From an optimization exercise on the open Yosys and OpenROAD flow, aimed at a short achievable clock period and few clock cycles; shortcuts taken in it are not production practice. The clock input has no modelled driver; a real chip could not lean on it and would need a root buffer or a full tree. Power is estimated from default activity; no workload was simulated.

==> onyx: inputs <==
==> flow/design.v (excerpt) <==
module segcodec (
    input             clk,
    input             rst,
    input             h_req,
    input             h_we,
    input      [1:0]  h_size,     
    input      [12:0] h_addr,
    input      [31:0] h_wdata,
    output            h_done,
    output reg        h_err,
    output reg [31:0] h_rdata,
    output reg        mem_en,
    output reg        mem_we,
    output reg [3:0]  mem_be,
    output reg [8:0]  mem_addr,
    output reg [31:0] mem_wdata,
    input      [31:0] mem_rdata
);
    localparam [10:0] FRAME_LEN   = 11'd1446;
    localparam [10:0] MAX_PAYLOAD = 11'd1440;
    localparam [8:0]  LAST_WORD   = 9'd361;
    localparam [3:0] OP_NOP = 4'd0, OP_ENCODE = 4'd1, OP_DECODE = 4'd2, OP_CSUM = 4'd3;
    localparam [3:0] C_NONE = 4'd0, C_BAD_SIZE = 4'd1, C_BAD_CSUM = 4'd2,
                     C_BAD_VERSION = 4'd3, C_LEN_RANGE = 4'd4, C_ILLEGAL = 4'd5;
    localparam [2:0] P_RD = 3'd0, P_RD0 = 3'd1, P_HDR = 3'd2, P_PAD = 3'd3, P_WAIT = 3'd4;
    reg [2:0]  tx_flags;    
    reg [10:0] tx_len;
    reg [5:0]  tx_seq;
    reg [5:0]  tx_ackn;
    reg        st_err;
    reg        st_valid;
    reg [3:0]  st_cause;
    reg [3:0]  st_lastop;
    reg [31:0] rx_hdr;
    reg [15:0] csum_r;
    reg [15:0] rx_size;
    reg [15:0] cs_len;
    wire [10:0] plen = (rx_hdr[26:16] > MAX_PAYLOAD) ? MAX_PAYLOAD : rx_hdr[26:16];
    reg        v_tx, v_rxh, v_cs, v_rxs, v_csl;
    wire [31:0] tx_hdr = v_tx ? {2'b01, tx_flags, tx_len, 2'b00, tx_seq, 2'b00, tx_ackn}
                              : 32'h40000000;
    wire [31:0] status = {20'd0, st_lastop, st_cause, 2'b00, st_valid, st_err};
    reg        s_idle;      
    reg        s_done;      
    reg        s_cmd;       
    reg        s_ref;       
    reg        q_nop;       
    reg [3:0]  q_cause;     
    reg        s_regw;      
    reg        s_frd1;      
    reg        s_fwr1;      
    reg        s_err1;      
    reg        q_rng;       
    reg        s_frd2;      
    reg        s_run;       
    reg [1:0]  fsel;        
    reg [2:0]  q_reg;       
    reg [31:0] q_wdata;     
    assign h_done = s_done;
    function [3:0] lmask;    
  ...
export LEC_CHECK = 0
export ABC_CLOCK_PERIOD_IN_PS = 2000
export CAP_MARGIN = 20
export CORE_MARGIN = 2
export CORE_UTILIZATION = 40
export SETUP_SLACK_MARGIN = 4.0
export SLEW_MARGIN = 20
export TNS_END_PERCENT = 100
create_clock -name core_clock -period 6.0 [get_ports {clk}]
standard.sh (not shown) runs the stock make flow with config.mk's settings and CLKGATE_MAP_FILE= SYNTH_SCRIPT=/design/flow/synth_recipe.tcl, a recipe that flattens the netlist after the stock synthesis.
==> flow/flow/run.sh <==
#!/bin/bash
# The standard layout, except that the clock tree is built by flow/pre_cts.tcl:
# the clock port drives 4 root buffers, each of which drives the
# leaf buffers nearest to it; each leaf buffer drives a cluster of about
# 20 flip-flops. Two buffers from the port to every flip-flop.
set -euo pipefail
here=$(pwd)
export PRE_CTS_TCL=$here/flow/pre_cts.tcl
# Sizing may change a cell's footprint (the platform sets MATCH_CELL_FOOTPRINT=1,
# which keeps the port buffers as the slow cells they start as).
bash standard.sh MATCH_CELL_FOOTPRINT=0 finish > standard.log 2>&1
Other scripts of this flow, unchanged in this note and not shown: flow/flow/pre_cts.tcl
==> inputs of sierra, as changes to onyx <==
--- a/flow/design.v
+++ b/flow/design.v
@@ -49,10 +49,12 @@
     reg        s_regw;      
     reg        s_frd1;      
     reg        s_fwr1;      
     reg        s_err1;      
     reg        q_rng;       
+    reg [8:0]  q_faddr;     
+    reg [3:0]  q_fbe;       
     reg        s_frd2;      
     reg        s_run;       
     reg [1:0]  fsel;        
     reg [2:0]  q_reg;       
     reg [31:0] q_wdata;     
@@ -69,63 +71,62 @@
     function [3:0] hmask;    
         input [1:0] r;
         hmask = 4'b1111 >> r;
     endfunction
     reg        enc_bad;
-    reg [8:0]  enc_ra_end, enc_ps;
-    reg [3:0]  enc_lm, enc_m1, enc_pbe, enc_csbe;
+    reg [3:0]  enc_lm, enc_m1;
     reg [2:0]  enc_ph0;
+    reg [8:0]  enc_ra_end, enc_ps;
+    reg [3:0]  enc_pbe, enc_csbe;
     reg        cs_bad;
-    reg [8:0]  cs_ra_end;
     reg [3:0]  cs_lm, cs_m1, cs_m0;
     reg [2:0]  cs_ph0;
+    reg [8:0]  cs_ra_end;
     reg        rx_ok;
-    function [37:0] enc_pack;
+    function [11:0] enc_pack1;
         input [10:0] len;
-        reg [1:0]  nr;
-        reg [8:0]  nw, ra;
-        reg [3:0]  lm;
+        reg [3:0] lm;
         begin
-            nr = len[1:0] + 2'd2;
-            nw = len[10:2] + 9'd1 + {8'd0, len[1]};
-            ra = len[10:2] + 9'd1 + {8'd0, len[1] & len[0]};
-            lm = lmask(nr);
-            enc_pack = {len > MAX_PAYLOAD, ra, lm,
-                        4'b0011 & ((len <= 11'd2) ? lm : 4'b1111),
-                        (len >= 11'd2) ? nw : 9'd2,
-                        (len >= 11'd2) ? hmask(nr) : 4'b1111,
-                        4'b1100 | ((len <= 11'd1) ? (hmask(nr) & 4'b0011) : 4'b0000),
-                        (len >= 11'd3) ? P_RD : P_HDR};
+            lm = lmask(len[1:0] + 2'd2);
+            enc_pack1 = {len > MAX_PAYLOAD, lm,
+                         4'b0011 & ((len <= 11'd2) ? lm : 4'b1111),
+                         (len >= 11'd3) ? P_RD : P_HDR};
         end
     endfunction
-    function [24:0] cs_pack;
+    function [15:0] cs_pack1;
         input [15:0] len;
         begin
-            cs_pack = {len > {5'd0, FRAME_LEN},
-                       len[10:2] - {8'd0, len[1:0] == 2'd0},
-                       lmask(len[1:0]),
-                       (len <= 16'd4) ? 4'b0000 : (len <= 16'd8) ? lmask(len[1:0]) : 4'b1111,
-                       (len <= 16'd4) ? lmask(len[1:0]) : 4'b1111,
-                       (len == 16'd0) ? P_WAIT : (len >= 16'd9) ? P_RD : P_RD0};
+            cs_pack1 = {len > {5'd0, FRAME_LEN}, lmask(len[1:0]),
+                        (len <= 16'd4) ? 4'b0000 : (len <= 16'd8) ? lmask(len[1:0]) : 4'b1111,
+                        (len <= 16'd4) ? lmask(len[1:0]) : 4'b1111,
+                        (len == 16'd0) ? P_WAIT : (len >= 16'd9) ? P_RD : P_RD0};
         end
     endfunction
     always @(posedge clk) begin
         if (rst) begin
-            {enc_bad, enc_ra_end, enc_lm, enc_m1, enc_ps, enc_pbe, enc_csbe, enc_ph0}
-                <= enc_pack(11'd0);
-            {cs_bad, cs_ra_end, cs_lm, cs_m1, cs_m0, cs_ph0} <= cs_pack(16'd0);
+            {enc_bad, enc_lm, enc_m1, enc_ph0} <= enc_pack1(11'd0);
+            {cs_bad, cs_lm, cs_m1, cs_m0, cs_ph0} <= cs_pack1(16'd0);
             rx_ok <= 1'b0;
         end else if (s_regw) begin
             if (q_reg == 3'd2)
-                {enc_bad, enc_ra_end, enc_lm, enc_m1, enc_ps, enc_pbe, enc_csbe, enc_ph0}
-                    <= enc_pack(q_wdata[26:16]);
+                {enc_bad, enc_lm, enc_m1, enc_ph0} <= enc_pack1(q_wdata[26:16]);
             if (q_reg == 3'd6)
-                {cs_bad, cs_ra_end, cs_lm, cs_m1, cs_m0, cs_ph0} <= cs_pack(q_wdata[15:0]);
+                {cs_bad, cs_lm, cs_m1, cs_m0, cs_ph0} <= cs_pack1(q_wdata[15:0]);
             if (q_reg == 3'd5)
                 rx_ok <= q_wdata[15:0] == {5'd0, FRAME_LEN};
         end
     end
+    wire [10:0] len_e = v_tx ? tx_len : 11'd0;
+    wire [15:0] len_c = v_csl ? cs_len : 16'd0;
+    wire [1:0]  enc_nr = len_e[1:0] + 2'd2;
+    always @(posedge clk) begin
+        enc_ra_end <= len_e[10:2] + 9'd1 + {8'd0, len_e[1] & len_e[0]};
+        enc_ps     <= (len_e >= 11'd2) ? len_e[10:2] + 9'd1 + {8'd0, len_e[1]} : 9'd2;
+        enc_pbe    <= (len_e >= 11'd2) ? hmask(enc_nr) : 4'b1111;
+        enc_csbe   <= 4'b1100 | ((len_e <= 11'd1) ? (hmask(enc_nr) & 4'b0011) : 4'b0000);
+        cs_ra_end  <= len_c[10:2] - {8'd0, len_c[1:0] == 2'd0};
+    end
     wire a_low    = h_addr[12:5] == 8'd0;
     wire is_reg   = a_low && (h_size == 2'd2) && (h_addr[1:0] == 2'b00);
     wire fspace   = h_addr[12] && (h_size == 2'd0);
     wire in_rng   = h_addr[11:0] < {1'b0, FRAME_LEN};
     wire is_cmdw  = is_reg && h_we && (h_addr[4:2] == 3'd0);
@@ -144,16 +145,16 @@
         endcase
     end
     reg [2:0]  ph;
     reg        e_enc, e_dec;
     reg [8:0]  na;           
-    reg [8:0]  ra_end;       
     reg [3:0]  lm;           
     reg [3:0]  m0;           
-    reg [8:0]  ps;           
-    reg [3:0]  pbe;          
-    reg [3:0]  csbe;         
+    wire [8:0] ra_end = e_enc ? enc_ra_end : e_dec ? LAST_WORD : cs_ra_end;
+    wire [8:0] ps     = enc_ps;
+    wire [3:0] pbe    = enc_pbe;
+    wire [3:0] csbe   = enc_csbe;
     reg        s_fin;        
     wire [3:0] wop    = h_wdata[3:0];
     wire       cmd_ok = (wop == OP_ENCODE && !enc_bad) || (wop == OP_DECODE && rx_ok) ||
                         (wop == OP_CSUM && !cs_bad);
     wire       run    = s_run;
@@ -260,49 +261,43 @@
             q_wdata   <= h_wdata;
             fsel      <= h_addr[1:0];
             mem_we    <= h_we && h_addr[12];
             mem_addr  <= h_addr[12] ? (in_rng ? h_addr[10:2] : 9'd0) : 9'd1;
             q_rng     <= in_rng;
+            q_faddr   <= h_addr[10:2];
+            q_fbe     <= 4'b1000 >> h_addr[1:0];
             mem_be    <= 4'b1000 >> h_addr[1:0];
             mem_wdata <= {4{h_wdata[7:0]}};
             e_enc  <= h_wdata[1:0] == 2'd1;
             e_dec  <= h_wdata[1:0] == 2'd2;
             na     <= 9'd2;
-            ps     <= enc_ps;
-            pbe    <= enc_pbe;
-            csbe   <= enc_csbe;
             h_a    <= 1'b0;
             case (h_wdata[1:0])
                 2'd1: begin
                     ph     <= enc_ph0;
-                    ra_end <= enc_ra_end;
                     lm     <= enc_lm;
                     m0     <= 4'b0000;
                     m_a    <= enc_m1;
                 end
                 2'd2: begin
                     ph     <= P_RD;
-                    ra_end <= LAST_WORD;
                     lm     <= 4'b1100;
                     m0     <= 4'b1111;
                     m_a    <= 4'b1111;
                 end
                 default: begin
                     ph     <= cs_ph0;
-                    ra_end <= cs_ra_end;
                     lm     <= cs_lm;
                     m0     <= cs_m0;
                     m_a    <= cs_m1;
                 end
             endcase
         end else begin
-            if (!s_fwr1) begin
-                mem_we    <= x_we;
-                mem_addr  <= x_addr;
-                mem_be    <= x_be;
-                mem_wdata <= x_wdata;
-            end
+            mem_we    <= s_fwr1 || x_we;
+            mem_addr  <= s_fwr1 ? q_faddr : x_addr;
+            mem_be    <= s_fwr1 ? q_fbe : x_be;
+            mem_wdata <= s_fwr1 ? {4{q_wdata[7:0]}} : x_wdata;
             m_a       <= run ? x_m : 4'd0;
             h_a       <= run && x_h;
             if (run) begin
                 case (ph)
                     P_RD: begin
- CORE_UTILIZATION: 40 -> 55
==> qor summary <==
	sierra	onyx
Cell depth of the worst flop-to-flop path	9	7
Storage cell area	11,400 sq um	12,200 sq um
Die extent in x	193 um	232 um
Share of post-route cells with drive strength above 1	0.269	0.263
Initial core utilization	0.555	0.405
Max-slew headroom	0.328	0.315
Wirelength, routed	65,700 um	68,300 um
Smallest hold slack	0.346 ns	0.334 ns
Transition time of the tightest slew-check pin	1.01 ns	1.03 ns
Synthesized-area fraction occupied by adder cells	0.0602	0.0574
Pin count of the biggest net entering global routing	81	76
Fraction of power spent switching nets	0.297	0.316
Setup slack at placement	2.18 ns	2.17 ns
Area of the placeable core	35,300 sq um	51,400 sq um
Number of gates resized after CTS	495	552
Total number of multi-input combinational cells	1,175	1,189
Power attributed to combinational cells	1.89 mW	2.61 mW
Result of the run	finished clean	finished clean
WP buf/inv	2	3
Fraction of area in registers	0.460	0.464
Vias per cell	6.19	5.60
Clock network power share	0.235	0.213
Logic pwr share	0.244	0.300
Area enclosed by the die boundary	37,200 sq um	53,900 sq um
Initial DRC count	1,915	1,377
Critical Path Source	h_wdata[1]	h_addr[2]
Cell count after placement	2,366	2,660
Function was not checked in any run of this note: the RTL went through the layout flow alone. No run of this note takes its clock network from TritonCTS; it comes from the design's own scripts or RTL.

==> what the ideal ports hide <==
The results above use ideal ports. As a check the final layouts listed here were re-extracted and re-timed, cells and wires unchanged. Step 1 sets driving cells, clkbuf_16 on the clock port and buf_2 on the other inputs (assumed; they add their load-dependent delay and slew). Step 2 moves the port delays by t, midway between the first and last clock arrival at a register: inputs arrive t later, outputs are due t later. That takes back most of the time a late clock gives input paths. Slacks: no drivers / after step 1 / after step 2; pairs: no drivers / after step 1.
run	shift t [ns]	setup WS [ns]	worst data-port slew with drivers (ns)	pins driven straight from the clock port
onyx	0.473	3.697 / 3.758 / 3.299	0.08	4
sierra	0.455	3.683 / 3.720 / 3.265	0.23	4
After both steps setup and hold are still met in every run listed. For sierra, which loses most, drivers alone change the setup slack by +0.037 ns; drivers and shift together by -0.418 ns.
